Background: an optimization exercise with open tools, aiming at small area. Do not read the settings as production practice. Where RTL was checked, it was by simulation tests only, not by an equivalence proof against the original. No functional check of the RTL was part of runs 1 and 4. The clock port is modelled as an ideal driver; clocking choices that lean on that would not hold on a real chip. No activity file was given, so power comes from the tool's default toggle rates.

--- design/flow/design.v ---
module rdt3_frame_decoder (
    input  wire        clk,
    input  wire        rst,
    input  wire        in_valid,
    output wire        in_ready,
    input  wire [31:0] in_data,
    input  wire [2:0]  in_nbytes,    
    input  wire        in_last,
    output wire        out_valid,
    input  wire        out_ready,
    output wire [31:0] out_seq,
    output wire [31:0] out_ack,
    output wire        out_is_ack,
    output wire [31:0] out_digest,
    output wire [31:0] out_crc,
    output wire        out_corrupt,
    output wire        out_malformed,
    output wire [15:0] out_len,
    output wire [15:0] out_poff,
    output wire [15:0] out_plen
);
    localparam [1:0] PH_CLR = 2'd0, PH_RX = 2'd1, PH_FIN = 2'd2, PH_OUT = 2'd3;
    reg  [1:0]  ph;
    reg  [4:0]  t;           
    reg  [1:0]  bi;          
    reg         rdy;         
    reg  [2:0]  np;          
    reg  [3:0]  nd;          
    reg         neg;         
    reg         bad;         
    reg         d1, d2, d3;  
    reg  [1:0]  cy;          
    reg         ic;          
    reg         diff;        
    reg         isack;
    reg  [31:0] S, A, D, C;  
    reg  [10:0] L;           
    reg  [5:0]  P;           
    reg  [9:0]  Q;           
    wire t31 = (t == 5'd31);
    wire [7:0] cur   = in_data[8*bi +: 8];
    wire       slot  = (ph == PH_RX) && in_valid && !rdy && (in_nbytes != 3'd0);
    wire       lastb = ({1'b0, bi} + 3'd1 == in_nbytes);
    wire       is_pipe  = (cur == 8'h7C);
    wire       is_minus = (cur == 8'h2D);
    wire       is_digit = (cur[7:4] == 4'h3) && (cur[3:0] <= 4'd9);
    wire       hdr   = !np[2];
    wire       bit_t = cur[t[2:0]];
    wire       fin = (ph == PH_FIN);
    wire       clr = (ph == PH_CLR);
    wire       mal = bad || !np[2];
    wire       xr   = (np[1:0] == 2'd0) ? S[0] : (np[1:0] == 2'd1) ? A[0] : D[0];
    wire       x    = (nd == 4'd0) ? 1'b0 : xr;     
    wire       dbit = (t[4:2] == 3'd0) && bit_t;
    wire [2:0] tot  = {2'b0, d1} + {2'b0, d3} + {2'b0, dbit} + {1'b0, cy};
    wire       nbit = xr ^ d1;                        
    wire       nseen = xr | d1;
    wire       acc_step = slot && hdr && is_digit && (np[1:0] != 2'd2);
    wire       neg_step = slot && hdr && is_pipe && neg;
    wire       fbit = is_pipe ? nbit : tot[0];
    wire       xi   = t[4] ? Q[0] : L[0];
    wire       isum = xi ^ ic;
    wire       t_lo = (t < 5'd11);
    wire       t_hi = t[4] && (t[3:0] < 4'd10);
    wire        crc_step = slot && np[2] && !bad && (t[4:3] == 2'd0);
    wire        cin  = C[0] ^ bit_t;
    wire        fb   = crc_step && !cin;
    wire [31:0] C_sh = {clr ? 1'b0 : fin ? C[0] : cin, C[31:1]} ^ ({32{fb}} & 32'h6DB88320);
    wire S_A_msb = np[0] ? A[31] : S[31];
    wire S_en = (acc_step || neg_step) && (np[1:0] == 2'd0) || fin && mal;
    wire A_en = (acc_step || neg_step) && (np[1:0] == 2'd1) || fin && mal;
    wire D_en = acc_step && (np[1:0] == 2'd3) || fin;
    wire C_en = crc_step || fin && !mal || clr;
    wire L_en = slot && t_lo || clr;
    wire P_en = slot && (t[4:3] == 2'd0) && (t[2:1] != 2'd3) && is_pipe && (np == 3'd3) || clr || fin && mal;
    wire Q_en = slot && t_hi && np[2] || clr || fin && mal;
    always @(posedge clk) begin
        if (S_en) S <= {fin ? 1'b1 : fbit, S[31:1]};
        if (A_en) A <= {fin ? 1'b1 : fbit, A[31:1]};
        if (D_en) D <= {fin ? (D[0] && !mal) : tot[0], D[31:1]};
        if (C_en) C <= C_sh;
        if (L_en) L <= {!clr && isum, L[10:1]};
        if (P_en) P <= {!clr && !fin && isum, P[5:1]};
        if (Q_en) Q <= {!clr && !fin && isum, Q[9:1]};
    end
    always @(posedge clk) begin
        if (rst) begin
            ph  <= PH_CLR;
            t   <= 5'd0;
            rdy <= 1'b0;
            bi  <= 2'd0;
        end else begin
            case (ph)
                PH_CLR: begin
                    t <= t + 5'd1;
                    if (t31) ph <= PH_RX;
                end
                PH_RX: begin
                    if (rdy) begin
                        if (in_valid) begin
                            rdy <= 1'b0;
                            if (in_last) ph <= PH_FIN;
                        end
                    end else if (slot) begin
                        t <= t + 5'd1;
                        if (t31) begin
                            bi <= bi + 2'd1;
                            if (lastb) begin
                                bi  <= 2'd0;
                                rdy <= 1'b1;
                            end
                        end
                    end else if (in_valid) begin
                        rdy <= 1'b1;
                    end
                end
                PH_FIN: begin
                    t <= t + 5'd1;
                    if (t31) ph <= PH_OUT;
                end
                default: begin
                    if (out_ready) ph <= PH_CLR;
                end
            endcase
        end
    end
    always @(posedge clk) begin
        if (clr || fin || slot) begin
            if (t31) begin
                d1 <= 1'b0; d2 <= 1'b0; d3 <= 1'b0; cy <= 2'd0;
            end else if (neg_step) begin
                d1 <= nseen;
            end else begin
                d1 <= x; d2 <= d1; d3 <= d2; cy <= tot[2:1];
            end
            ic <= (t[3:0] == 4'd15) ? 1'b1 : (xi && ic);
        end
        if (clr) begin
            np    <= 3'd0;
            nd    <= 4'd0;
            neg   <= 1'b0;
            bad   <= 1'b0;
            diff  <= 1'b0;
        end else if (fin) begin
            if (!mal) diff <= diff || (C[0] ^ D[0]);
            if (mal) isack <= 1'b0;
        end else if (slot && hdr) begin
            if (acc_step && t31 &&
                (x || d1 || d2 || tot[2] || tot[1]))
                bad <= 1'b1;                        
            if (t31) begin
                if (is_pipe) begin
                    if (nd == 4'd0) bad <= 1'b1;
                    if (np[1] == 1'b0 && (neg ? (nseen && !nbit) : S_A_msb))
                        bad <= 1'b1;                
                    np  <= np + 3'd1;
                    nd  <= 4'd0;
                    neg <= 1'b0;
                end else if (is_digit) begin
                    nd <= nd + 4'd1;
                    if (nd == 4'd10) bad <= 1'b1;
                    if (np[1:0] == 2'd2) begin
                        isack <= cur[0];
                        if (nd != 4'd0 || cur[3:1] != 3'd0) bad <= 1'b1;
                    end
                end else if (is_minus && nd == 4'd0 && !neg && np[1] == 1'b0) begin
                    neg <= 1'b1;
                end else begin
                    bad <= 1'b1;
                end
            end
        end
    end
    assign in_ready      = rdy;
    assign out_valid     = (ph == PH_OUT);
    assign out_seq       = S;
    assign out_ack       = A;
    assign out_is_ack    = isack;
    assign out_digest    = D;
    assign out_crc       = C;
    assign out_corrupt   = mal || diff;
    assign out_malformed = mal;
    assign out_len       = {5'd0, L};
    assign out_poff      = {10'd0, P};
    assign out_plen      = {6'd0, Q};
endmodule
--- design/flow/flow/run.sh ---
#!/bin/bash
# Layout flow: the standard ORFS layout (standard.sh) with these changes:
#  - synthesis: the standard synthesis script, except that the final ABC
#    mapping uses an area script (flow/synth_area.tcl, flow/abc_area.script) and
#    Yosys's full-adder extraction is skipped (ADDER_MAP_FILE empty); the
#    registers are the same as the standard synthesis's;
#  - every port is buffered by the smallest buffer (buf_1);
#  - constant outputs share one tie cell (SKIP_REPAIR_TIE_FANOUT);
#  - the clock tree is built from clkbuf_8 leaves under a clkbuf_16 root, with
#    no dummy loads, and then each clock buffer is shrunk to the smallest one
#    that keeps clock-pin slews under 118 ps (estimated), leaf buffers first (flow/downsize.tcl, a POST_CTS hook).
# Make's full output goes to flow_make.log; ORFS's per-step logs are under orfs/logs.
set -euo pipefail
here=$(pwd)
bash standard.sh \
  SYNTH_SCRIPT="$here/flow/synth_area.tcl" \
  ADDER_MAP_FILE= \
  BUFFER_PORTS_ARGS="-buffer_cell sky130_fd_sc_hd__buf_1" \
  SKIP_REPAIR_TIE_FANOUT=1 \
  CTS_ARGS="-sink_clustering_enable -repair_clock_nets -buf_list sky130_fd_sc_hd__clkbuf_8 -root_buf sky130_fd_sc_hd__clkbuf_16 -dont_use_dummy_load" \
  POST_CTS_TCL="$here/flow/downsize.tcl" \
  finish > flow_make.log 2>&1
--- design/flow/flow/abc_area.script ---
strash
dch
map -a
mfs2
strash
dch
map -a
topo
stime -c
--- design/flow/flow/downsize.tcl ---
set ds_limit 0.118
set ds_sizes {sky130_fd_sc_hd__clkbuf_1 sky130_fd_sc_hd__clkbuf_2 sky130_fd_sc_hd__clkbuf_4 sky130_fd_sc_hd__clkbuf_8 sky130_fd_sc_hd__clkbuf_16}
proc ds_worst_clk_slew {} {
  set worst 0
  foreach p [get_pins -hierarchical */CLK] {
    set s [get_property $p slew_max]
    if { $s > $worst } { set worst $s }
  }
  return $worst
}
proc ds_area {m} { return [get_property [lindex [get_lib_cells */$m] 0] area] }
estimate_parasitics -placement
set base [ds_worst_clk_slew]
puts "downsize: worst clock-pin slew before [format %.4f $base]"
set lim [expr { max($ds_limit, $base) }]
set changed 0
# leaf buffers (those driving register clock pins) first, then the rest
set ds_leaf {}
set ds_other {}
foreach inst [get_cells *] {
  set m [get_property $inst ref_name]
  if { [lsearch -exact $ds_sizes $m] < 0 } { continue }
  set leaf 0
  foreach p [get_pins -of_objects [get_nets -of_objects [get_pins -of_objects $inst -filter "direction==output"]]] {
    if { [get_property $p name] == "CLK" } { set leaf 1; break }
  }
  if { $leaf } { lappend ds_leaf $inst } else { lappend ds_other $inst }
}
foreach inst [concat $ds_leaf $ds_other] {
  set m [get_property $inst ref_name]
  set i [lsearch -exact $ds_sizes $m]
  if { $i <= 0 } { continue }
  for { set j 0 } { $j < $i } { incr j } {
    set cand [lindex $ds_sizes $j]
    replace_cell $inst $cand
    estimate_parasitics -placement
    set w [ds_worst_clk_slew]
    if { $w <= $lim } {
      puts "downsize: [get_property $inst name] $m -> $cand (worst [format %.4f $w])"
      incr changed
      break
    }
    replace_cell $inst $m
  }
}
estimate_parasitics -placement
puts "downsize: $changed buffers changed, worst clock-pin slew now [format %.4f [ds_worst_clk_slew]]"
--- design/flow/flow/synth_area.tcl ---
# The standard synthesis (synth_recipe.tcl), with one change: the final ABC
# technology mapping uses an area-oriented script (abc_area.script beside this
# file) instead of ORFS's delay-oriented one. Registers and names are unchanged.
proc synth {args} { yosys synth -nofsm -noshare {*}$args }
set ::area_abc_script [file join [file dirname [file normalize [info script]]] abc_area.script]
proc abc {args} {
  set i [lsearch -exact $args -script]
  if { $i >= 0 } {
    lset args [expr { $i + 1 }] $::area_abc_script
  }
  puts "abc (area script): $args"
  yosys abc {*}$args
}
source $::env(SCRIPTS_DIR)/synth.tcl
# left out here: clear keep_hierarchy, flatten, clean up, hide names made inside functions, write 1_2_yosys.v
--- design/flow/standard.sh ---
#!/bin/bash
# synth_recipe.tcl (not shown) runs the flow's synth.tcl, then flattens the netlist and writes it again
# the make line also repeats each setting of config.mk as NAME=value (left out here)
make -C /OpenROAD-flow-scripts/flow DESIGN_CONFIG=/design/flow/config.mk WORK_HOME=/design/flow/orfs CLKGATE_MAP_FILE= SYNTH_SCRIPT=/design/flow/synth_recipe.tcl "${@:-finish}"
--- design/flow/config.mk ---
export PLATFORM = sky130hd
export DESIGN_NAME = rdt3_frame_decoder
export DESIGN_NICKNAME = rdt3_frame_decoder
export VERILOG_FILES = /design/flow/design.v
export SDC_FILE = /design/flow/constraint.sdc
export NUM_CORES = 4
export LEC_CHECK = 0
export CAP_MARGIN = 20
export CORE_MARGIN = 2
export CORE_UTILIZATION = 45
export PLACE_DENSITY = 0.85
export SLEW_MARGIN = 20
--- design/flow/constraint.sdc ---
create_clock -name core_clock -period 10.0 [get_ports {clk}]
set_input_delay 2.0000 -clock core_clock [delete_from_list [all_inputs] [get_ports {clk}]]
set_output_delay 2.0000 -clock core_clock [all_outputs]
set_load 0.01 [all_outputs]
==> results of run 1 <==
## sequential cells by signal (all words and copies together), names as in the netlist, 3 cells and up
register,cells
A,32
C,32
D,32
L,11
P,6
Q,10
S,32
nd,4
np,3
t,5
## metrics by stage
step / total power [W] / util / setup WS, ps
after floorplan: 0.000858 / - / 4010
after global placement: 0.000862 / 0.512 / 5600
after detailed placement: 0.000862 / 0.512 / 5400
after global routing: 0.00120 / 0.523 / 5500
final: 0.00116 / 0.523 / 5900
## power by group
group          switching (W)  internal [W]  leakage [nW]
Clock               0.000208      0.000107        0.0963
Sequential        0.00000174      0.000816          1.84
Combinational      0.0000179    0.00000992         0.741
## layout by cell type, fill, tap and decap left out, types with 2 or more instances in the layout
cell	count
nor4_1	4
clkbuf_4	10
dfxtp_1	20
o31ai_4	2
or2_2	2
nor3_1	10
xor2_1	3
xnor2_1	15
nand3_1	14
a211oi_1	2
a41oi_1	2
nand2_1	62
o21ai_2	2
o221ai_1	2
o21ai_0	28
buf_4	5
nor2_1	68
a221oi_1	2
clkinv_1	52
edfxtp_1	162
nand4_1	6
clkbuf_8	7
a21oi_1	27
buf_1	199
## critical path: stages
cell and delay [ps]:
buf_1 130, nand2_1 90, nor2_1 140, clkinv_1 80
nor2_1 190, clkinv_1 210, nor2_1 270, clkinv_1 180
nor3_1 400, clkinv_1 120, a21oi_1 230, nand2_1 120
nor2_1 180, a21oi_1 90, o21a_1 110
## cells by family (layout without fill, tap and decap cells)
family	Yosys count	count (layout)	share of synthesized area
buffers and inverters	91	273	0.0696
AOI/OAI and AO/OA	72	72	0.0580
other	1	2	0.000535
DFF	182	182	0.751
xor gates and xnor gates	18	18	0.0225
and+or+nand+nor	167	167	0.0985
## final timing paths
check / start / to / cells past startpoint
worst min-delay path: P[5] / P[4] / 0
worst max-delay path: in_valid / nd[3] / 15
worst min register to register: P[5] / P[4] / 0
worst max register to register: bi[0] / S[30] / 9
## routing by layer
metal	share of wire	vias to the layer above	wire (µm)
met3	0.084	18	1230
met1	0.41	2194	5980
met4	0.013	0	189
li1	-	2192	-
met5	0	-	0
met2	0.49	235	7110
## final cells by class
type	count	area (µm²)	share of cell area
antenna	1	2.50	0.000315
clock buffer	17	171	0.0216
inverter	52	195	0.0245
multi-input combinational	258	1300	0.163
sequential	182	5270	0.662
tap	188	235	0.0296
timing repair buffer	204	785	0.0986
## Yosys cell counts
cell and n:
or2_2 2, dfxtp_1 20, nand2_1 62, nand3_1 14, o31ai_1 4, buf_4 39
clkinv_1 52, xor2_1 3, a41oi_1 2, nor4_1 4, a32o_1 1, o21ai_0 30
a21oi_1 27, conb_1 1, a211oi_1 2, nor2_1 68, nand4_1 6, and3_2 1
a31oi_1 1, nor3_1 10, edfxtp_1 162, o21a_1 1, o221ai_1 2, xnor2_1 15
a221oi_1 2
==> flow_summary.json, run 1 <==
{
  "max_slew_margin": 0.286,
  "required_ps": 10450,
  "synth_fp_nets": 571,
  "routedWlPerCell_um": 16.1,
  "grtUsageMet1": 0.217,
  "die_h_um": 129,
  "finalHoldViolations": 0,
  "synthDistinctLibCells": 25,
  "maxSlewViolCount": 0,
  "grt_max_degree": 33,
  "grt-ovfl-total": 0,
  "r2r_slack_ps": 6160,
  "grt_usage": 0.172,
  "via_per_inst": 5.14,
  "drv_cap": 0,
  "fill_cells": 1309,
  "gr-max-usage-layer": "met2",
  "grt_pass1_vias": 4074,
  "crit_path_max_fanout": 6,
  "final_nets": 755,
  "synth_area_per_cell_um2": 13.2,
  "end_kind": "flip-flop",
  "final_area_mm2": 0.00795,
  "met3_usage": 0.0561,
  "critPathArrivalTime_ps": 4540,
  "synthesis.instances": 531,
  "holdWs_ps": 423,
  "fin_skew_ps": 42.7,
  "timing.final.crit_share": 0.410,
  "path_class": "primary input to flip-flop",
  "place_congestion": 0.932,
  "p_per_area_mw_per_mm2": 146,
  "first_pass_iters": 5,
  "power_leakage_nw": 2.67,
  "placementRows": 45,
  "start_util": 0.461,
  "yosysSeqAreaShare": 0.751,
  "clk_pin_slew_ps": 110,
  "tightest_slew_ps": 1060,
  "die-area_mm2": 0.0166,
  "max_freq_ghz": 0.244,
  "status": "timing/DRC/antenna clean",
  "cts_tree": "built",
  "clock_latency_ps": 580,
  "hold_path.class": "flip-flop to flip-flop",
  "dp.final_hpwl_um": 10600,
  "place_area_mm2": 0.00778,
  "final_antenna_net_count": 0,
  "area_growth_pct": 13.4,
  "fin_crit_ps": 4100,
  "vias": 4639,
  "routed_wl_um": 14500,
  "ys_warn_count": 1,
  "io_buffer_count": 199,
  "synthDominantCellAreaShare": 0.694,
  "ios": 221,
  "synth.cell_area_mm2": 0.00701,
  "ir_drop_v": 0.0000587,
  "cts_num_sinks": 182,
  "tns_ps": 0,
  "rsz0062_at_grt": "no",
  "setup_viol": 0,
  "final_cells": 902,
  "startpoint_type": "primary input",
  "yosys.area.top_type": "edfxtp_1",
  "synth_area_leaders": "edfxtp_1 69%, dfxtp_1 5.7%, buf_4 4.2%, nor2_1 3.6%, nand2_1 3.3%",
  "die_width_um": 129,
  "drt_iter0_drc": 367,
  "drive_gt1_frac": 0.0421,
  "antenna_found_initial": 1,
  "drc": 0,
  "grt_pass1_wl_um": 21500,
  "ys_ff_latch": 182,
  "met2_usage": 0.282,
  "dp.cells": 884,
  "core_mm2": 0.0152
}
==> inputs of run 2 (changes only) <==
--- a/design/flow/design.v
+++ b/design/flow/design.v
@@ -38,3 +38,2 @@
     reg  [5:0]  P;           
-    reg  [9:0]  Q;           
     wire t31 = (t == 5'd31);
@@ -60,6 +59,4 @@
     wire       fbit = is_pipe ? nbit : tot[0];
-    wire       xi   = t[4] ? Q[0] : L[0];
-    wire       isum = xi ^ ic;
+    wire       isum = L[0] ^ ic;
     wire       t_lo = (t < 5'd11);
-    wire       t_hi = t[4] && (t[3:0] < 4'd10);
     wire        crc_step = slot && np[2] && !bad && (t[4:3] == 2'd0);
@@ -75,3 +72,2 @@
     wire P_en = slot && (t[4:3] == 2'd0) && (t[2:1] != 2'd3) && is_pipe && (np == 3'd3) || clr || fin && mal;
-    wire Q_en = slot && t_hi && np[2] || clr || fin && mal;
     always @(posedge clk) begin
@@ -83,3 +79,2 @@
         if (P_en) P <= {!clr && !fin && isum, P[5:1]};
-        if (Q_en) Q <= {!clr && !fin && isum, Q[9:1]};
     end
@@ -135,3 +130,3 @@
             end
-            ic <= (t[3:0] == 4'd15) ? 1'b1 : (xi && ic);
+            ic <= t31 || (L[0] && ic);
         end
@@ -184,3 +179,14 @@
     assign out_poff      = {10'd0, P};
-    assign out_plen      = {6'd0, Q};
+    wire [10:0] bw;
+    wire [9:0]  plen;
+    genvar gi;
+    generate
+        for (gi = 0; gi < 10; gi = gi + 1) begin : g_plen
+            wire pb = (gi < 6) ? P[gi] : 1'b0;
+            wire bin = (gi == 0) ? 1'b0 : bw[gi];
+            assign plen[gi]  = L[gi] ^ pb ^ bin;
+            assign bw[gi+1] = (!L[gi] && (pb || bin)) || (pb && bin);
+        end
+    endgenerate
+    assign out_plen      = {6'd0, plen & {10{!mal}}};
 endmodule
==> flow_summary.json, run 2 <==
{
  "status": "timing/DRC/antenna clean",
  "yosys.area.top_type": "edfxtp_1",
  "routed_wl_um": 14300,
  "timing.final.crit_share": 0.571,
  "drc": 0,
  "crit_path_max_fanout": 3,
  "yosysSeqAreaShare": 0.711,
  "fin_crit_ps": 5710,
  "clock_latency_ps": 540,
  "holdWs_ps": 429,
  "dp.final_hpwl_um": 10600,
  "die_width_um": 129,
  "placementRows": 45,
  "cts_tree": "built",
  "maxSlewViolCount": 0,
  "final_nets": 793,
  "first_pass_iters": 5,
  "via_per_inst": 5.02,
  "required_ps": 8000,
  "cts_num_sinks": 172,
  "setup_viol": 0,
  "final_antenna_net_count": 0,
  "area_growth_pct": 12.8,
  "finalHoldViolations": 0,
  "synthesis.instances": 575,
  "max_freq_ghz": 0.175,
  "ios": 221,
  "synth_area_leaders": "edfxtp_1 65%, dfxtp_1 5.7%, buf_4 4.8%, nand2_1 4.3%, nor2_1 3.8%",
  "routedWlPerCell_um": 15.3,
  "synth.cell_area_mm2": 0.00699,
  "drt_iter0_drc": 365,
  "drive_gt1_frac": 0.0413,
  "tightest_slew_ps": 795,
  "hold_path.class": "flip-flop to flip-flop",
  "yosysMostFrequentCell": "edfxtp_1",
  "io_buffer_count": 199,
  "end_kind": "output pin",
  "place_area_mm2": 0.00770,
  "clk_pin_slew_ps": 100,
  "synthDistinctLibCells": 31,
  "final_cell_mix": "199 x buf_1, 152 x edfxtp_1, 80 x nand2_1, 71 x nor2_1, 56 x clkinv_1",
  "die_h_um": 129,
  "place_congestion": 0.895,
  "ys_top_cells_by_count": "152 x edfxtp_1, 80 x nand2_1, 71 x nor2_1",
  "tns_ps": 0,
  "final_area_mm2": 0.00788,
  "synth_area_per_cell_um2": 12.2,
  "ys_warn_count": 1,
  "synth_fp_nets": 615,
  "grt_pass1_wl_um": 21600,
  "async_reset_ff_frac": 0,
  "max_slew_margin": 0.468,
  "drv_cap": 0,
  "start_util": 0.460,
  "synthDominantCellAreaShare": 0.653,
  "vias": 4720,
  "grt-ovfl-total": 0,
  "path_class": "flip-flop to output pin",
  "fill_cells": 1363,
  "startpoint_type": "flip-flop",
  "synth_edf_count": 152,
  "p_per_area_mw_per_mm2": 139,
  "layout_commonest_cell": "buf_1",
  "grt_max_degree": 33,
  "die-area_mm2": 0.0165,
  "core_mm2": 0.0152,
  "ir_drop_v": 0.0000584,
  "grt_usage": 0.172,
  "fin_skew_ps": 33.9,
  "ys_ff_latch": 172,
  "rsz0062_at_grt": "no",
  "antenna_found_initial": 1,
  "synth-main-ff-cell": "edfxtp_1",
  "power_leakage_nw": 2.67,
  "grt_pass1_vias": 4274,
  "critPathArrivalTime_ps": 3710
}
run 2: changes by cell type in the layout (fill, tap and decap cells not counted), sizes merged, moves of 3 or more:
| cell | previous run | this run |
|---|---|---|
| clkinv | 52 | 56 |
| o311ai | 0 | 3 |
| edfxtp | 162 | 152 |
| a21oi | 27 | 35 |
| nand3 | 14 | 22 |
| nor2 | 68 | 71 |
| nand2 | 62 | 80 |
| a22oi | 0 | 3 |
run 2: cells by family after synthesis:
| kind of cell | count (synthesis) | share of synthesized area |
|---|---|---|
| AO/OA/AOI/OAI | 85 | 0.0695 |
| buffers and inverters | 101 | 0.0784 |
| adder cells (fa/ha/maj) | 1 | 0.00143 |
| XOR/XNOR | 19 | 0.0238 |
| other | 1 | 0.000537 |
| flip-flops | 172 | 0.711 |
| AND/OR/NAND/NOR | 196 | 0.116 |
run 2: stage by stage:
stage	cells	power [W]	worst slack [ps]	util
floorplan	575	0.000810	3950	-
global placement	922	0.000814	5030	0.507
detailed placement	922	0.000814	4850	0.507
global route	940	0.00114	3790	0.518
finish	940	0.00110	4290	0.518
run 2: worst paths after layout:
check	from	end	slack (ps)	cells after the start
min	D[8]	D[7]	430	0
max reg2reg	bi[0]	C[21]	6170	10
max	P[1]	out_plen[9]	4290	21
min reg2reg	D[8]	D[7]	430	0
run 2: report_power, final:
group / total, W / leakage, nW / switching, W / internal, W
clock network: 0.000301 / 0.0938 / 0.000198 / 0.000103
registers: 0.000771 / 1.71 / 0.000000898 / 0.000770
logic: 0.0000275 / 0.863 / 0.0000181 / 0.00000937
run 2: layout make-up:
| class | instances | area, µm² | share of cell area |
|---|---|---|---|
| Antenna cell | 1 | 2.50 | 0.000318 |
| Tap cell | 188 | 235 | 0.0298 |
| Clock buffer | 17 | 165 | 0.0210 |
| Multi-Input combinational cell | 302 | 1520 | 0.193 |
| Sequential cell | 172 | 4960 | 0.630 |
| Timing Repair Buffer | 204 | 785 | 0.0995 |
| Inverter | 56 | 210 | 0.0267 |
run 2: layer usage:
| layer | GRT usage | share of wire | up-vias |
|---|---|---|---|
| met1 | 0.231 | 0.45 | 2212 |
| met4 | 0.0550 | 0.0076 | 0 |
| met3 | 0.0457 | 0.058 | 10 |
| li1 | - | - | 2314 |
| met5 | 0 | 0 | - |
| met2 | 0.277 | 0.48 | 184 |
run 2: critical path, stage by stage, from the launching register on:
cell	delay [ps]
edfxtp_1	400
clkinv_1	110
or2_2	300
nand2_1	90
nand2_1	80
maj3_1	340
clkinv_1	60
nand2_1	70
nand2_1	110
nand3_1	120
nand2_1	100
nand3_1	110
a21oi_1	180
clkinv_1	100
nor2_1	110
clkinv_1	130
nor2_1	120
clkinv_1	100
nor2_1	180
o21ai_0	100
a21oi_1	150
buf_1	160
==> inputs of run 3 (changes only) <==
--- a/design/flow/flow/run.sh
+++ b/design/flow/flow/run.sh
@@ -10,3 +10,3 @@
 #    no dummy loads, and then each clock buffer is shrunk to the smallest one
-#    that keeps clock-pin slews under 118 ps (estimated), leaf buffers first (flow/downsize.tcl, a POST_CTS hook).
+#    that keeps clock-pin slews under 105 ps (as estimated after placement), leaf buffers first (flow/downsize.tcl, a POST_CTS hook).
 # Make's full output goes to flow_make.log; ORFS's per-step logs are under orfs/logs.
--- a/design/flow/flow/downsize.tcl
+++ b/design/flow/flow/downsize.tcl
@@ -1,2 +1,2 @@
-set ds_limit 0.118
+set ds_limit 0.105
 set ds_sizes {sky130_fd_sc_hd__clkbuf_1 sky130_fd_sc_hd__clkbuf_2 sky130_fd_sc_hd__clkbuf_4 sky130_fd_sc_hd__clkbuf_8 sky130_fd_sc_hd__clkbuf_16}
==> flow_summary.json, run 3 <==
{
  "status": "timing/DRC/antenna clean",
  "core_mm2": 0.0152,
  "cts_num_sinks": 172,
  "final_nets": 793,
  "place_congestion": 0.895,
  "via_per_inst": 5.01,
  "whs_path_depth": 0,
  "vias": 4706,
  "hold_path.class": "flip-flop to flip-flop",
  "netSwitchingPower_w": 0.000219,
  "place_area_mm2": 0.00770,
  "die_width_um": 129,
  "end_kind": "output pin",
  "pwr-share-seq": 0.679,
  "maxSlewViolCount": 0,
  "antenna_found_initial": 0,
  "ir_drop_v": 0.0000774,
  "ys_warn_count": 1,
  "io_buffer_count": 199,
  "clk_pin_slew_ps": 100,
  "crit_path_max_fanout": 3,
  "synth_area_leaders": "edfxtp_1 65%, dfxtp_1 5.7%, buf_4 4.8%, nand2_1 4.3%, nor2_1 3.8%",
  "dp.final_hpwl_um": 10600,
  "synthesis.instances": 575,
  "rsz0062_at_grt": "no",
  "grt-ovfl-total": 0,
  "grt_pass1_wl_um": 21600,
  "grt_pass1_vias": 4268,
  "fin_skew_ps": 34.3,
  "final_cells": 939,
  "fin_util": 0.521,
  "die-area_mm2": 0.0165,
  "clock_latency_ps": 370,
  "startpoint_type": "flip-flop",
  "synth-main-ff-cell": "edfxtp_1",
  "path_class": "flip-flop to output pin",
  "synth_fp_nets": 615,
  "grt_max_degree": 33,
  "die_h_um": 129,
  "fin_crit_ps": 5550,
  "synth.cell_area_mm2": 0.00699,
  "synth_area_per_cell_um2": 12.2,
  "ys_top_cells_by_count": "152 x edfxtp_1, 80 x nand2_1, 71 x nor2_1",
  "drc": 0,
  "diodes": 0,
  "start_util": 0.460,
  "p_total_w": 0.00113,
  "setup_viol": 0,
  "timing.final.crit_share": 0.555,
  "critPathArrivalTime_ps": 3550,
  "layout_commonest_cell": "buf_1",
  "drv_cap": 0,
  "yosys.area.top_type": "edfxtp_1",
  "worstRegToRegCells": 10,
  "switching_share": 0.193,
  "ios": 221,
  "routedWlPerCell_um": 15.2,
  "placementRows": 45,
  "tightest_slew_ps": 788,
  "max_freq_ghz": 0.180,
  "p_per_area_mw_per_mm2": 143,
  "yosysMostFrequentCell": "edfxtp_1",
  "combinationalPowerShare": 0.024,
  "dp.cells": 922,
  "drt_iter0_drc": 339,
  "power_leakage_nw": 2.69,
  "tns_ps": 0,
  "synth_edf_count": 152,
  "max_slew_margin": 0.473,
  "final_area_mm2": 0.00792,
  "grt_usage": 0.173,
  "async_reset_ff_frac": 0,
  "finalHoldViolations": 0,
  "synthDistinctLibCells": 31,
  "final_cell_mix": "199 x buf_1, 152 x edfxtp_1, 80 x nand2_1, 71 x nor2_1, 56 x clkinv_1",
  "area_growth_pct": 13.4,
  "routed_wl_um": 14300,
  "final_antenna_net_count": 0,
  "ys_ff_latch": 172,
  "pwr-share-clk": 0.296,
  "yosysSeqAreaShare": 0.711,
  "drive_gt1_frac": 0.0413,
  "cts_tree": "built",
  "intPower_w": 0.000915,
  "first_pass_iters": 5,
  "required_ps": 8000,
  "synthDominantCellAreaShare": 0.653
}
run 3: changes by cell type in the layout (fill, tap and decap cells not counted):
| cell | delta |
|---|---|
| diode_2 | -1 |
| clkbuf_16 | +1 |
| clkbuf_8 | +4 |
| clkbuf_4 | -5 |
run 3: cell type report:
| type | instances | area, µm² |
|---|---|---|
| fillers | 1358 | 7280 |
| clock buffers | 17 | 208 |
| flip-flops and latches | 172 | 4960 |
| multi-input cells | 302 | 1520 |
| well taps | 188 | 235 |
| repair buffers | 204 | 785 |
| inverters | 56 | 210 |
run 3: critical path, cell delays in order, from the launching register on:
cell and delay, ps:
edfxtp_1 390, clkinv_1 110, or2_2 300, nand2_1 90, nand2_1 80, maj3_1 340, clkinv_1 60, nand2_1 70
nand2_1 110, nand3_1 120, nand2_1 100, nand3_1 110, a21oi_1 180, clkinv_1 100, nor2_1 110, clkinv_1 130
nor2_1 120, clkinv_1 100, nor2_1 170, o21ai_0 100, a21oi_1 150, buf_1 160
run 3: stage by stage:
step / setup slack, ps / hold WS [ps]
final: 4450 / 418
after floorplan: 3950 / 425
after global placement: 5030 / 427
after global routing: 3990 / 429
after detailed placement: 4850 / 429
run 3: worst paths after layout:
path / startpoint / end / slack (ps)
setup reg to reg: bi[0] / C[21] / 6230
hold reg to reg: S[18] / S[17] / 420
hold / removal: S[18] / S[17] / 420
setup / recovery: P[1] / out_plen[9] / 4450
run 3: per-layer routing:
metal,vias up,global-route usage,share of wire,wire length [µm]
li1,2312,-,-,-
met1,2209,0.231,0.45,6400
met2,177,0.277,0.48,6910
met3,8,0.0520,0.059,837
met4,0,0.0473,0.0089,127
met5,-,0,0,0
run 3: logic make-up (layout without fill, tap and decap cells):
kind of cell,after synthesis,in the layout,share of synthesized area
other,1,1,0.000537
buffers and inverters,101,277,0.0784
flip-flops,172,172,0.711
XOR/XNOR,19,19,0.0238
adder cells (fa/ha/maj),1,1,0.00143
AND/OR/NAND/NOR,196,196,0.116
AO/OA/AOI/OAI,85,85,0.0695
run 3: power by group through the flow:
| stage | Sequential [W] | Combinational [W] | Clock, W |
|---|---|---|---|
| 6_report | 0.000771 | 0.0000275 | 0.000336 |
| 5_1_grt | 0.000771 | 0.0000312 | 0.000377 |
| 3_5_place_dp | 0.000787 | 0.0000270 | 0 |
| 3_3_place_gp | 0.000787 | 0.0000264 | 0 |
| 2_1_floorplan | 0.000787 | 0.0000233 | 0 |
==> inputs of run 4 (changes only) <==
--- a/design/flow/design.v
+++ b/design/flow/design.v
@@ -50,11 +50,9 @@
     wire       mal = bad || !np[2];
-    wire       xr   = (np[1:0] == 2'd0) ? S[0] : (np[1:0] == 2'd1) ? A[0] : D[0];
-    wire       x    = (nd == 4'd0) ? 1'b0 : xr;     
+    wire       x    = (nd == 4'd0) ? 1'b0 : D[0];   
     wire       dbit = (t[4:2] == 3'd0) && bit_t;
     wire [2:0] tot  = {2'b0, d1} + {2'b0, d3} + {2'b0, dbit} + {1'b0, cy};
-    wire       nbit = xr ^ d1;                        
-    wire       nseen = xr | d1;
+    wire       nbit = D[0] ^ (neg && d1);             
+    wire       nseen = D[0] | d1;
     wire       acc_step = slot && hdr && is_digit && (np[1:0] != 2'd2);
-    wire       neg_step = slot && hdr && is_pipe && neg;
-    wire       fbit = is_pipe ? nbit : tot[0];
+    wire       mov_step = slot && hdr && is_pipe && !np[1];
     wire       isum = L[0] ^ ic;
@@ -65,6 +63,5 @@
     wire [31:0] C_sh = {clr ? 1'b0 : fin ? C[0] : cin, C[31:1]} ^ ({32{fb}} & 32'h6DB88320);
-    wire S_A_msb = np[0] ? A[31] : S[31];
-    wire S_en = (acc_step || neg_step) && (np[1:0] == 2'd0) || fin && mal;
-    wire A_en = (acc_step || neg_step) && (np[1:0] == 2'd1) || fin && mal;
-    wire D_en = acc_step && (np[1:0] == 2'd3) || fin;
+    wire S_en = mov_step && !np[0] || fin && mal;
+    wire A_en = mov_step && np[0] || fin && mal;
+    wire D_en = acc_step || mov_step || fin;
     wire C_en = crc_step || fin && !mal || clr;
@@ -73,5 +70,5 @@
     always @(posedge clk) begin
-        if (S_en) S <= {fin ? 1'b1 : fbit, S[31:1]};
-        if (A_en) A <= {fin ? 1'b1 : fbit, A[31:1]};
-        if (D_en) D <= {fin ? (D[0] && !mal) : tot[0], D[31:1]};
+        if (S_en) S <= {fin || nbit, S[31:1]};
+        if (A_en) A <= {fin || nbit, A[31:1]};
+        if (D_en) D <= {(fin || mov_step) ? (D[0] && !(fin && mal)) : tot[0], D[31:1]};
         if (C_en) C <= C_sh;
@@ -125,3 +122,3 @@
                 d1 <= 1'b0; d2 <= 1'b0; d3 <= 1'b0; cy <= 2'd0;
-            end else if (neg_step) begin
+            end else if (mov_step) begin
                 d1 <= nseen;
@@ -148,3 +145,3 @@
                     if (nd == 4'd0) bad <= 1'b1;
-                    if (np[1] == 1'b0 && (neg ? (nseen && !nbit) : S_A_msb))
+                    if (np[1] == 1'b0 && (neg ? (nseen && !nbit) : nbit))
                         bad <= 1'b1;                
==> flow_summary.json, run 4 <==
{
  "layout_commonest_cell": "buf_1",
  "synth_area_per_cell_um2": 12.4,
  "synthXorXnorAreaFrac": 0.0214,
  "startpoint_type": "flip-flop",
  "timing.final.crit_share": 0.577,
  "synth-simple-area-share": 0.101,
  "place_congestion": 0.897,
  "dp.final_hpwl_um": 11200,
  "synth_mux_area_frac": 0,
  "drt_iter0_drc": 329,
  "grt_max_degree": 33,
  "intPower_w": 0.000895,
  "die-area_mm2": 0.0164,
  "drc": 0,
  "cts_num_sinks": 172,
  "ys_warn_count": 1,
  "critPathArrivalTime_ps": 3770,
  "ios": 221,
  "clock_latency_ps": 560,
  "required_ps": 8000,
  "finalHoldViolations": 0,
  "synthDistinctLibCells": 32,
  "yosysMostFrequentCell": "edfxtp_1",
  "fin_util": 0.518,
  "grt_pass1_wl_um": 22300,
  "final_antenna_net_count": 0,
  "routed_wl_um": 15000,
  "fill_cells": 1320,
  "switching_share": 0.196,
  "ys_top_cells_by_count": "152 x edfxtp_1, 75 x nor2_1, 69 x clkinv_1",
  "fin_crit_ps": 5770,
  "ys_ff_latch": 172,
  "pwr-share-clk": 0.285,
  "die_width_um": 128,
  "placementRows": 45,
  "fin_skew_ps": 38.8,
  "holdWs_ps": 426,
  "grt_pass1_vias": 4361,
  "synth_fp_nets": 602,
  "synth_fa_ha_area_frac": 0,
  "yosys.area.top_type": "edfxtp_1",
  "netSwitchingPower_w": 0.000219,
  "maxSlewViolCount": 0,
  "pwr-share-seq": 0.692,
  "rsz0062_at_grt": "no",
  "synth_edf_count": 152,
  "yosysSeqAreaShare": 0.715,
  "antenna_found_initial": 0,
  "power_leakage_nw": 2.56,
  "tns_ps": 0,
  "synthDominantCellAreaShare": 0.657,
  "status": "timing/DRC/antenna clean",
  "grt-ovfl-total": 0,
  "routedWlPerCell_um": 16.2,
  "max_slew_margin": 0.330,
  "end_kind": "output pin",
  "p_per_area_mw_per_mm2": 142,
  "final_cell_mix": "199 x buf_1, 152 x edfxtp_1, 75 x nor2_1, 69 x clkinv_1, 57 x nand2_1",
  "vias": 4769,
  "ir_drop_v": 0.0000832,
  "tightest_slew_ps": 1000,
  "drv_cap": 0,
  "drive_gt1_frac": 0.0488,
  "final_nets": 780,
  "synth_top_family_by_area": "simple AND/OR/NAND/NOR gates",
  "path_class": "flip-flop to output pin",
  "combinationalPowerShare": 0.023,
  "hold_path.class": "flip-flop to flip-flop",
  "max_freq_ghz": 0.173,
  "synth.cell_area_mm2": 0.00694,
  "start_util": 0.458,
  "async_reset_ff_frac": 0,
  "via_per_inst": 5.15,
  "first_pass_iters": 7,
  "area_growth_pct": 12.9,
  "diodes": 0,
  "setup_viol": 0,
  "synth_area_leaders": "edfxtp_1 66%, dfxtp_1 5.8%, buf_4 4.9%, nor2_1 4.1%, clkinv_1 3.7%",
  "io_buffer_count": 199,
  "crit_path_max_fanout": 3,
  "synthesis.instances": 562,
  "clk_pin_slew_ps": 100,
  "die_h_um": 128,
  "cts_tree": "built",
  "core_mm2": 0.0151,
  "synth-compound-area-share": 0.0759,
  "synth-main-ff-cell": "edfxtp_1",
  "grt_usage": 0.179
}
run 4: per-stage QoR:
step	power [W]	std cells	instance area, µm²	worst slack (ps)
floorplan	0.000809	562	6940	4180
global placement	0.000812	909	7650	4990
detailed placement	0.000813	909	7650	4800
global route	0.00115	926	7840	3650
finish	0.00111	926	7840	4230
run 4: routing by layer:
layer  global-route usage  part of all wire  up-vias
met1                0.219              0.41     2270
li1                     -                 -     2257
met2                0.308              0.49      215
met3               0.0472             0.081       27
met5                    0                 0        -
met4               0.0614             0.017        0
run 4: final cells by class:
class | instances | area (µm²) | share of cell area
Multi-Input combinational cell | 276 | 1410 | 0.180
Sequential cell | 172 | 4960 | 0.633
Timing Repair Buffer | 204 | 785 | 0.100
Inverter | 69 | 259 | 0.0330
Clock buffer | 17 | 184 | 0.0235
Tap cell | 188 | 235 | 0.0300
run 4: kinds of logic (layout without fill, tap and decap cells):
kind of cell              count (synthesis)  count (layout)
xor gates and xnor gates                 17              17
other                                     1               1
AOI/OAI and AO/OA                        88              88
DFF                                     172             172
and+or+nand+nor                         170             170
buffers and inverters                   114             290
run 4: critical path, stage by stage (launching register included):
cell and delay (ps):
edfxtp_1 390, clkinv_1 120, or2_2 300, nand2_1 90
nand2_1 70, nand2_1 90, clkinv_1 100, nor2_1 180
nand2_1 110, nand2_1 80, nand2_1 90, nor2_1 120
o21ai_0 120, clkinv_1 70, nand2_1 70, a21oi_1 170
clkinv_1 110, nor2_1 100, clkinv_1 100, nor2_1 110
clkinv_1 100, nor2_1 180, o21ai_0 100, a21oi_1 120
buf_1 160
run 4: final timing paths:
kind	start	endpoint	slack (ps)	depth (start not counted)
min reg2reg	S[29]	S[28]	430	0
min	S[29]	S[28]	430	0
max reg2reg	bi[0]	C[9]	6060	12
max	P[1]	out_plen[9]	4230	24
run 4: power groups by stage:
| stage | Combinational [W] | Sequential, W | Clock, W |
|---|---|---|---|
| finish | 0.0000258 | 0.000771 | 0.000317 |
| global route | 0.0000292 | 0.000771 | 0.000352 |
| detailed placement | 0.0000257 | 0.000787 | 0 |
| global placement | 0.0000252 | 0.000787 | 0 |
| floorplan | 0.0000227 | 0.000787 | 0 |
==> inputs of run 5 (changes only) <==
--- a/design/flow/design.v
+++ b/design/flow/design.v
@@ -33,3 +33,2 @@
     reg         ic;          
-    reg         diff;        
     reg         isack;
@@ -127,3 +126,6 @@
             end
-            ic <= t31 || (L[0] && ic);
+            if (fin)
+                ic <= (ic && t != 5'd0) || (C[0] ^ D[0]);
+            else
+                ic <= t31 || (L[0] && ic);
         end
@@ -134,5 +136,3 @@
             bad   <= 1'b0;
-            diff  <= 1'b0;
         end else if (fin) begin
-            if (!mal) diff <= diff || (C[0] ^ D[0]);
             if (mal) isack <= 1'b0;
@@ -172,3 +172,3 @@
     assign out_crc       = C;
-    assign out_corrupt   = mal || diff;
+    assign out_corrupt   = mal || ic;
     assign out_malformed = mal;
--- a/design/flow/config.mk
+++ b/design/flow/config.mk
@@ -10,3 +10,3 @@
 export CORE_UTILIZATION = 45
-export PLACE_DENSITY = 0.85
+export PLACE_DENSITY = 0.95
 export SLEW_MARGIN = 20
==> flow_summary.json, run 5 <==
{
  "status": "timing/DRC/antenna clean",
  "finalHoldViolations": 0,
  "diodes": 0,
  "whs_path_depth": 0,
  "tns_ps": 0,
  "yosys.area.top_type": "edfxtp_1",
  "die-area_mm2": 0.0164,
  "drc": 0,
  "drt_iter0_drc": 387,
  "die_width_um": 128,
  "ys_warn_count": 1,
  "final_cell_mix": "199 x buf_1, 152 x edfxtp_1, 79 x nand2_1, 64 x nor2_1, 58 x clkinv_1",
  "synthDistinctLibCells": 30,
  "power_leakage_nw": 2.63,
  "synth.cell_area_mm2": 0.00691,
  "synth-main-ff-cell": "edfxtp_1",
  "r2r_slack_ps": 6020,
  "ir_drop_v": 0.0000999,
  "tightest_slew_ps": 982,
  "synthDominantCellAreaShare": 0.661,
  "clk_pin_slew_ps": 100,
  "drive_gt1_frac": 0.0367,
  "fin_util": 0.516,
  "vias": 4747,
  "start_util": 0.458,
  "drv_cap": 0,
  "ios": 221,
  "hold_end": "A[4]",
  "synthesis.instances": 560,
  "final_antenna_net_count": 0,
  "final_nets": 777,
  "rsz0062_at_grt": "no",
  "first_pass_iters": 5,
  "synth_edf_count": 152,
  "placementRows": 45,
  "crit_path_max_fanout": 4,
  "worstHoldStart": "A[5]",
  "cts_num_sinks": 171,
  "io_buffer_count": 199,
  "grt_pass1_wl_um": 21900,
  "async_reset_ff_frac": 0,
  "hold_path.class": "flip-flop to flip-flop",
  "final_cells": 923,
  "clock_latency_ps": 590,
  "grt_pass1_vias": 4186,
  "startpoint_type": "flip-flop",
  "synth_fp_nets": 600,
  "timing.final.crit_share": 0.528,
  "p_total_w": 0.00112,
  "synth_area_per_cell_um2": 12.3,
  "routedWlPerCell_um": 15.6,
  "antenna_found_initial": 0,
  "yosysSeqAreaShare": 0.716,
  "core_mm2": 0.0151,
  "ys_top_cells_by_count": "152 x edfxtp_1, 79 x nand2_1, 64 x nor2_1",
  "grt_usage": 0.178,
  "holdWs_ps": 431,
  "r2r-end": "C[24]",
  "via_per_inst": 5.14,
  "place_congestion": 0.908,
  "path_class": "flip-flop to output pin",
  "dp.cells": 906,
  "die_h_um": 128,
  "layout_commonest_cell": "buf_1",
  "synth_area_leaders": "edfxtp_1 66%, dfxtp_1 5.5%, buf_4 4.9%, nand2_1 4.3%, nor2_1 3.5%",
  "end_kind": "output pin",
  "setup_viol": 0,
  "fill_cells": 1262,
  "fin_crit_ps": 5280,
  "ys_ff_latch": 171,
  "p_per_area_mw_per_mm2": 144,
  "dp.final_hpwl_um": 10600,
  "max_freq_ghz": 0.189,
  "area_growth_pct": 12.8,
  "fin_skew_ps": 34.1,
  "cts_tree": "built",
  "grt_max_degree": 33,
  "required_ps": 8000,
  "grt-ovfl-total": 0,
  "yosysMostFrequentCell": "edfxtp_1",
  "routed_wl_um": 14400,
  "max_slew_margin": 0.343,
  "timing.rr.start": "bi[0]",
  "maxSlewViolCount": 0,
  "critPathArrivalTime_ps": 3280,
  "worstRegToRegCells": 11
}
-- run 5: changes by cell type after synthesis, sizes merged, moves of 6 or more --
cell / before / now
clkinv: 69 / 58
o21ai: 28 / 20
nand3: 14 / 20
a21oi: 33 / 40
nand2: 57 / 79
nor2: 75 / 64
-- run 5: where the power goes --
group / switching, W / internal, W / leakage (nW) / total [W]
clock network: 0.000204 / 0.000119 / 0.104 / 0.000323
logic: 0.0000177 / 0.00000979 / 0.825 / 0.0000275
registers: 0.00000157 / 0.000766 / 1.70 / 0.000767
total: 0.000223 / 0.000895 / 2.63 / 0.00112
-- run 5: layout make-up --
type,instances,area (µm²),share of cell area
clock buffer,17,190,0.0244
inverter,58,218,0.0279
multi-input combinational,286,1430,0.183
sequential,171,4940,0.635
tap,188,235,0.0302
timing repair buffer,203,777,0.0997
-- run 5: layer usage --
layer / vias up / wire length, µm / track usage
met2: 287 / 6780 / 0.284
met5: - / 0 / 0
li1: 2248 / - / -
met4: 0 / 289 / 0.0698
met3: 30 / 1430 / 0.0572
met1: 2182 / 5870 / 0.227
-- run 5: kinds of logic after synthesis --
logic type / after synthesis / share of synthesized area
adder cells (fa/ha/maj): 1 / 0.00145
other: 1 / 0.000543
flip-flops: 171 / 0.716
XOR/XNOR: 23 / 0.0292
buffers and inverters: 103 / 0.0804
AND/OR/NAND/NOR: 183 / 0.108
AO/OA/AOI/OAI: 78 / 0.0641
-- run 5: worst max path at each step --
stage | from | end | slack (ps) | cells past startpoint
detailed placement | in_data[13] | C[24] | 5240 | 11
finish | L[1] | out_plen[9] | 4720 | 21
global route | L[1] | out_plen[9] | 4270 | 21
floorplan | in_data[28] | S[0] | 4230 | 9
global placement | in_data[13] | C[30] | 5370 | 11
-- run 5: stage by stage --
stage / instance area [µm²] / worst slack, ps
after floorplan: 6910 / 4230
after global placement: 7600 / 5370
after detailed placement: 7600 / 5240
after global routing: 7790 / 4270
final: 7790 / 4720
-- run 5: worst max-delay path, stage by stage, from the launching register on --
cell,delay [ps]
edfxtp_1,420
clkinv_1,80
nor2_1,130
clkinv_1,130
a21oi_1,200
clkinv_1,110
nand2_1,70
clkinv_1,70
nor2_1,130
clkinv_1,120
a21o_2,220
nand2_1,80
nand2_1,60
a21oi_1,210
nor2_1,70
clkinv_1,70
nor2_1,40
clkinv_1,70
nor2_1,60
a21oi_1,130
o21a_1,130
buf_1,140
==> inputs of run 6 (changes only) <==
--- a/design/flow/config.mk
+++ b/design/flow/config.mk
@@ -10,3 +10,3 @@
 export CORE_UTILIZATION = 45
-export PLACE_DENSITY = 0.95
+export PLACE_DENSITY = 0.85
 export SLEW_MARGIN = 20
==> flow_summary.json, run 6 <==
{
  "status": "timing/DRC/antenna clean",
  "setup_ws_ps": 4800,
  "ys_top_cells_by_count": "152 x edfxtp_1, 79 x nand2_1, 64 x nor2_1",
  "ys_warn_count": 1,
  "ios": 221,
  "max_slew_margin": 0.423,
  "whs_path_depth": 0,
  "synthDominantCellAreaShare": 0.661,
  "cts_tree": "built",
  "fin_crit_ps": 5200,
  "yosysMostFrequentCell": "edfxtp_1",
  "cpMaxStageDelayCell": "edfxtp_1",
  "end_kind": "output pin",
  "antenna_found_initial": 0,
  "worstRegToRegCells": 11,
  "startpoint_type": "flip-flop",
  "synth-main-ff-cell": "edfxtp_1",
  "vias": 4667,
  "drv_cap": 0,
  "slowest_delay_ps": 470,
  "crit_path_max_fanout": 5,
  "yosys.area.top_type": "edfxtp_1",
  "layout_commonest_cell": "buf_1",
  "start_util": 0.458,
  "first_pass_iters": 5,
  "synth_area_per_cell_um2": 12.3,
  "synth_area_leaders": "edfxtp_1 66%, dfxtp_1 5.5%, buf_4 4.9%, nand2_1 4.3%, nor2_1 3.5%",
  "path_class": "flip-flop to output pin",
  "grt_pass1_vias": 4247,
  "final_nets": 778,
  "diodes": 0,
  "grt_pass1_wl_um": 21700,
  "die-area_mm2": 0.0164,
  "synthDistinctLibCells": 30,
  "critPathArrivalTime_ps": 3200,
  "clock_latency_ps": 430,
  "place_congestion": 0.876,
  "rsz0062_at_grt": "no",
  "drive_gt1_frac": 0.0380,
  "final_cell_mix": "199 x buf_1, 152 x edfxtp_1, 79 x nand2_1, 64 x nor2_1, 58 x clkinv_1",
  "maxSlewViolCount": 0,
  "drc": 0,
  "core_mm2": 0.0151,
  "hold_path.class": "flip-flop to flip-flop",
  "timing.final.crit_share": 0.520,
  "met3_usage": 0.0568,
  "async_reset_ff_frac": 0,
  "synthesis.instances": 560,
  "path_cells": "nor2_1, clkinv_1, nand2_1, nand3_1, nand2_1, nand2_1, clkinv_1, nand2_1, nand2_1, nand3_1, nand2_1, nand2_1, nor2_1, a21oi_1, nor2_1, clkinv_1, nor2_1, clkinv_1, nor2_1, clkinv_1, a21oi_1, buf_1",
  "power_leakage_nw": 2.64,
  "met2_usage": 0.278,
  "drt_iter0_drc": 318,
  "placementRows": 45,
  "yosysSeqAreaShare": 0.716,
  "die_h_um": 128,
  "fin_skew_ps": 26.2,
  "ir_drop_v": 0.0000923,
  "gr-max-usage-layer": "met2",
  "fin_util": 0.517,
  "tns_ps": 0,
  "die_width_um": 128,
  "ys_ff_latch": 171,
  "clk_pin_slew_ps": 90,
  "required_ps": 8000,
  "max_freq_ghz": 0.192,
  "area_growth_pct": 12.9,
  "p_per_area_mw_per_mm2": 143,
  "synth_fp_nets": 600,
  "via_per_inst": 5.05,
  "finalHoldViolations": 0,
  "grt_usage": 0.174,
  "cts_num_sinks": 171,
  "dp.final_hpwl_um": 10200,
  "crit_top_cell": "nand2_1",
  "grt_max_degree": 33,
  "grtUsageMet1": 0.227,
  "io_buffer_count": 199,
  "synth_edf_count": 152,
  "routed_wl_um": 13900,
  "synth.cell_area_mm2": 0.00691,
  "setup_viol": 0,
  "tightest_slew_ps": 863,
  "post-place-ws_ps": 5250,
  "final_antenna_net_count": 0,
  "grt-ovfl-total": 0,
  "routedWlPerCell_um": 15.0
}
## run 6: cell count changes in the layout (fill, tap and decap cells not counted), sizes merged
cell	change
buf	+1
## run 6: critical path, delay by kind of cell, from the launching register on
kind	cells	cell delay (ps)
buffers and inverters	6	640
DFF	1	470
and+or+nand+nor	14	1460
AOI/OAI and AO/OA	2	220
## run 6: per-layer routing
metal	up-vias	wire, µm
li1	2256	-
met1	2175	6060
met2	219	6440
met3	17	1180
met4	0	178
met5	-	0
## run 6: final timing paths
check,start,to,slack [ps]
hold reg to reg,D[23],D[22],440
hold / removal,D[23],D[22],440
setup / recovery,L[0],out_plen[8],4800
setup reg to reg,bi[0],C[9],6060
## run 6: cells by family (layout without fill, tap and decap cells)
logic type / count (synthesis) / count (layout) / synth area share
flops: 171 / 171 / 0.716
other cells: 1 / 1 / 0.000543
simple gates: 183 / 183 / 0.108
buf+inv: 103 / 279 / 0.0804
xor+xnor: 23 / 23 / 0.0292
compound gates: 78 / 78 / 0.0641
fa+ha+maj: 1 / 1 / 0.00145
## run 6: stage by stage
step                instances  power [W]  hold slack (ps)  instance area, µm²
floorplan                 560   0.000806              428                6910
finish                    924    0.00112              443                7800
global route              924    0.00117              449                7800
detailed placement        907   0.000811              432                7600
global placement          907   0.000810              429                7600
## run 6: report_power, final
| group | internal, W | switching [W] |
|---|---|---|
| Combinational | 0.00000978 | 0.0000173 |
| Sequential | 0.000766 | 0.00000154 |
| Clock | 0.000126 | 0.000197 |
## run 6: area by class of cell
type,instances,area (µm²)
fill,1329,7290
sequential,171,4940
multi-input combinational,286,1420
timing repair buffer,204,785
tap,188,235
inverter,58,218
clock buffer,17,196
==> inputs of run 7 (changes only) <==
--- a/design/flow/design.v
+++ b/design/flow/design.v
@@ -21,4 +21,4 @@
 );
-    localparam [1:0] PH_CLR = 2'd0, PH_RX = 2'd1, PH_FIN = 2'd2, PH_OUT = 2'd3;
-    reg  [1:0]  ph;
+    localparam [2:0] ST_PAY = 3'd4, ST_FIN = 3'd5, ST_OUT = 3'd6, ST_CLR = 3'd7;
+    reg  [2:0]  st;
     reg  [4:0]  t;           
@@ -26,3 +26,2 @@
     reg         rdy;         
-    reg  [2:0]  np;          
     reg  [3:0]  nd;          
@@ -39,3 +38,4 @@
     wire [7:0] cur   = in_data[8*bi +: 8];
-    wire       slot  = (ph == PH_RX) && in_valid && !rdy && (in_nbytes != 3'd0);
+    wire       rx    = !st[2] || (st[1:0] == 2'd0);
+    wire       slot  = rx && in_valid && !rdy && (in_nbytes != 3'd0);
     wire       lastb = ({1'b0, bi} + 3'd1 == in_nbytes);
@@ -44,7 +44,9 @@
     wire       is_digit = (cur[7:4] == 4'h3) && (cur[3:0] <= 4'd9);
-    wire       hdr   = !np[2];
+    wire       hdr   = !st[2];
+    wire       pay   = (st == ST_PAY);
+    wire [1:0] fld   = st[1:0];
     wire       bit_t = cur[t[2:0]];
-    wire       fin = (ph == PH_FIN);
-    wire       clr = (ph == PH_CLR);
-    wire       mal = bad || !np[2];
+    wire       fin = (st == ST_FIN);
+    wire       clr = (st == ST_CLR);
+    wire       mal = bad;
     wire       x    = (nd == 4'd0) ? 1'b0 : D[0];   
@@ -54,7 +56,7 @@
     wire       nseen = D[0] | d1;
-    wire       acc_step = slot && hdr && is_digit && (np[1:0] != 2'd2);
-    wire       mov_step = slot && hdr && is_pipe && !np[1];
+    wire       acc_step = slot && hdr && is_digit && (fld != 2'd2);
+    wire       mov_step = slot && hdr && is_pipe && !fld[1];
     wire       isum = L[0] ^ ic;
     wire       t_lo = (t < 5'd11);
-    wire        crc_step = slot && np[2] && !bad && (t[4:3] == 2'd0);
+    wire        crc_step = slot && pay && !bad && (t[4:3] == 2'd0);
     wire        cin  = C[0] ^ bit_t;
@@ -62,4 +64,4 @@
     wire [31:0] C_sh = {clr ? 1'b0 : fin ? C[0] : cin, C[31:1]} ^ ({32{fb}} & 32'h6DB88320);
-    wire S_en = mov_step && !np[0] || fin && mal;
-    wire A_en = mov_step && np[0] || fin && mal;
+    wire S_en = mov_step && !fld[0] || fin && mal;
+    wire A_en = mov_step && fld[0] || fin && mal;
     wire D_en = acc_step || mov_step || fin;
@@ -67,3 +69,3 @@
     wire L_en = slot && t_lo || clr;
-    wire P_en = slot && (t[4:3] == 2'd0) && (t[2:1] != 2'd3) && is_pipe && (np == 3'd3) || clr || fin && mal;
+    wire P_en = slot && (t[4:3] == 2'd0) && (t[2:1] != 2'd3) && is_pipe && (st == 3'd3) || clr || fin && mal;
     always @(posedge clk) begin
@@ -78,3 +80,3 @@
         if (rst) begin
-            ph  <= PH_CLR;
+            st  <= ST_CLR;
             t   <= 5'd0;
@@ -83,8 +85,15 @@
         end else begin
-            case (ph)
-                PH_CLR: begin
+            case (st)
+                ST_CLR: begin
                     t <= t + 5'd1;
-                    if (t31) ph <= PH_RX;
+                    if (t31) st <= 3'd0;
                 end
-                PH_RX: begin
+                ST_FIN: begin
+                    t <= t + 5'd1;
+                    if (t31) st <= ST_OUT;
+                end
+                ST_OUT: begin
+                    if (out_ready) st <= ST_CLR;
+                end
+                default: begin
                     if (rdy) begin
@@ -92,3 +101,3 @@
                             rdy <= 1'b0;
-                            if (in_last) ph <= PH_FIN;
+                            if (in_last) st <= ST_FIN;
                         end
@@ -106,9 +115,3 @@
                     end
-                end
-                PH_FIN: begin
-                    t <= t + 5'd1;
-                    if (t31) ph <= PH_OUT;
-                end
-                default: begin
-                    if (out_ready) ph <= PH_CLR;
+                    if (slot && hdr && is_pipe && t31) st <= st + 3'd1;
                 end
@@ -132,3 +135,2 @@
         if (clr) begin
-            np    <= 3'd0;
             nd    <= 4'd0;
@@ -138,2 +140,4 @@
             if (mal) isack <= 1'b0;
+        end else if (rdy && in_valid && in_last && !pay) begin
+            bad <= 1'b1;                            
         end else if (slot && hdr) begin
@@ -145,5 +149,4 @@
                     if (nd == 4'd0) bad <= 1'b1;
-                    if (np[1] == 1'b0 && (neg ? (nseen && !nbit) : nbit))
+                    if (fld[1] == 1'b0 && (neg ? (nseen && !nbit) : nbit))
                         bad <= 1'b1;                
-                    np  <= np + 3'd1;
                     nd  <= 4'd0;
@@ -153,3 +156,3 @@
                     if (nd == 4'd10) bad <= 1'b1;
-                    if (np[1:0] == 2'd2) begin
+                    if (fld == 2'd2) begin
                         isack <= cur[0];
@@ -157,3 +160,3 @@
                     end
-                end else if (is_minus && nd == 4'd0 && !neg && np[1] == 1'b0) begin
+                end else if (is_minus && nd == 4'd0 && !neg && fld[1] == 1'b0) begin
                     neg <= 1'b1;
@@ -166,3 +169,3 @@
     assign in_ready      = rdy;
-    assign out_valid     = (ph == PH_OUT);
+    assign out_valid     = (st == ST_OUT);
     assign out_seq       = S;
==> flow_summary.json, run 7 <==
{
  "grt_pass1_wl_um": 22400,
  "vias": 4805,
  "timing.rr.start": "bi[0]",
  "grt_max_degree": 33,
  "combinationalPowerShare": 0.320,
  "place_congestion": 0.957,
  "start_util": 0.456,
  "p_total_w": 0.00216,
  "layout_commonest_cell": "buf_1",
  "end_kind": "output pin",
  "first_pass_iters": 5,
  "synthDistinctLibCells": 34,
  "status": "timing/DRC/antenna clean",
  "drt_iter0_drc": 467,
  "startpoint_type": "flip-flop",
  "async_reset_ff_frac": 0,
  "routedWlPerCell_um": 15.8,
  "synth_area_per_cell_um2": 12.3,
  "ir_drop_v": 0.000115,
  "antenna_found_initial": 1,
  "power_leakage_nw": 2.58,
  "fin_crit_ps": 5630,
  "grt_usage": 0.178,
  "met1Wirelength_um": 6100,
  "path_class": "flip-flop to output pin",
  "grt_pass1_vias": 4523,
  "area_growth_pct": 12.9,
  "ys_ff_latch": 169,
  "critPathLaunch": "P[1]",
  "fin_util": 0.515,
  "maxSlewViolCount": 0,
  "synthesis.instances": 558,
  "fin_skew_ps": 44.3,
  "placementRows": 45,
  "ios": 221,
  "final_nets": 776,
  "drive_gt1_frac": 0.0409,
  "yosysSeqAreaShare": 0.712,
  "synth_area_leaders": "edfxtp_1 66%, dfxtp_1 4.9%, buf_4 4.9%, nor2_1 3.9%, nand2_1 3.5%",
  "routed_wl_um": 14600,
  "cts_num_sinks": 169,
  "hold_path.class": "flip-flop to flip-flop",
  "synth-main-ff-cell": "edfxtp_1",
  "met3WireLength_um": 1290,
  "switching_share": 0.371,
  "required_ps": 8000,
  "rsz0062_at_grt": "no",
  "tightest_slew_ps": 738,
  "yosysMostFrequentCell": "edfxtp_1",
  "cts_tree": "built",
  "drc": 0,
  "grt-ovfl-total": 0,
  "max_slew_margin": 0.506,
  "clock_latency_ps": 580,
  "intPower_w": 0.00136,
  "r2r_slack_ps": 6050,
  "dp.final_hpwl_um": 10800,
  "timing.final.crit_share": 0.563,
  "finalHoldViolations": 0,
  "core_mm2": 0.0151,
  "synth_edf_count": 152,
  "ys_warn_count": 1,
  "max_freq_ghz": 0.177,
  "drv_cap": 0,
  "ys_top_cells_by_count": "152 x edfxtp_1, 72 x nor2_1, 64 x nand2_1",
  "p_per_area_mw_per_mm2": 278,
  "netSwitchingPower_w": 0.000801,
  "critPathArrivalTime_ps": 3630,
  "clk_pin_slew_ps": 100,
  "wl_met2_um": 6880,
  "die_width_um": 128,
  "synthDominantCellAreaShare": 0.663,
  "top_layer": "met4",
  "pwr-share-seq": 0.532,
  "final_antenna_net_count": 0,
  "tns_ps": 0,
  "final_cell_mix": "199 x buf_1, 152 x edfxtp_1, 72 x nor2_1, 64 x nand2_1, 62 x clkinv_1",
  "via_per_inst": 5.21,
  "crit_path_max_fanout": 3,
  "setup_viol": 0,
  "synth_fp_nets": 598,
  "synth.cell_area_mm2": 0.00688,
  "yosys.area.top_type": "edfxtp_1",
  "io_buffer_count": 199,
  "worstHoldStart": "S[5]",
  "die-area_mm2": 0.0163,
  "die_h_um": 128,
  "pwr-share-clk": 0.148
}
run 7: path summary, 6_finish.rpt:
kind                 end  cells after the start
max          out_plen[8]                     22
min                 S[4]                      0
max reg2reg        C[21]                     11
min reg2reg         S[4]                      0
run 7: logic make-up after synthesis:
logic type | share of synthesized area
other | 0.000545
AND/OR/NAND/NOR | 0.100
AO/OA/AOI/OAI | 0.0812
buffers and inverters | 0.0829
flip-flops | 0.712
XOR/XNOR | 0.0229
run 7: area by class of cell:
type	count	area [µm²]
multi-input cells	282	1420
fillers	1286	7320
well taps	188	235
repair buffers	204	785
clock buffers	17	188
diodes	1	2.50
flip-flops and latches	169	4900
inverters	62	233
run 7: metal layers:
layer	track usage	vias up
met5	0	-
met1	0.228	2246
met4	0.0847	0
met3	0.0501	23
met2	0.283	275
li1	-	2261
run 7: critical path, cell delays in order (launching register included):
cell and delay, ps:
edfxtp_1 380, clkinv_1 120, or2_2 300, nand2_1 80, nand2_1 60, nand2_1 60, clkinv_1 80, nor2_1 180
nand2_1 100, nand2_1 110, nand3_1 130, nand2_1 110, nand3_1 110, a21oi_1 180, clkinv_1 90, nor2_1 100
clkinv_1 100, nor2_1 110, clkinv_1 100, nor2_1 160, clkinv_1 80, a21oi_1 120, buf_1 170
run 7: per-stage QoR:
stage                     cell area, µm²  hold WS (ps)  setup slack [ps]  instances
after global placement              7580           427              5210        905
after global routing                7770           443              3940        923
final                               7770           439              4370        923
after floorplan                     6880           428              4050        558
after detailed placement            7580           429              5030        905
run 7: power groups by stage:
stage / combinational, W / sequential, W / clock (W)
after global placement: 0.000663 / 0.00115 / 0
after detailed placement: 0.000686 / 0.00116 / 0
after global routing: 0.000761 / 0.00117 / 0.000353
final: 0.000689 / 0.00115 / 0.000320
after floorplan: 0.000473 / 0.00117 / 0

-- separate check: timing with driven ports --
Ports are ideal in the flow. The routed layouts listed here were re-timed in OpenROAD. Step 1, drivers: a clkbuf_16 drives clk and a buf_2 each remaining input, both assumed. Step 2 moves the port delays by t, midway between the first and last clock arrival at a register: inputs arrive t later, outputs are due t later. That takes back most of the time a late clock gives input paths. Slacks: ideal ports / drivers / drivers and shift; pairs: ideal ports / drivers.
run	t, ns	setup WS [ns]	slew at the worst register clock pin (ns)	worst slew at a driven data input, ns	cell pins on the clock port's net
run 1	0.593	5.904 / 5.903 / 5.309	0.12 / 0.12	0.04	1
run 2	0.559	4.286 / 4.249 / 4.808	0.11 / 0.11	0.05	1
run 3	0.397	4.454 / 4.414 / 4.811	0.11 / 0.11	0.05	1
run 4	0.577	4.229 / 4.196 / 4.772	0.10 / 0.10	0.04	1
run 5	0.605	4.715 / 4.688 / 5.292	0.10 / 0.10	0.04	1
run 6	0.453	4.799 / 4.765 / 5.217	0.09 / 0.09	0.04	1
run 7	0.596	4.365 / 4.330 / 4.926	0.10 / 0.10	0.05	1
After both steps every run listed still meets setup and hold. For run 1, which loses most, drivers alone change the setup slack by -0.001 ns; drivers and shift together by -0.595 ns.
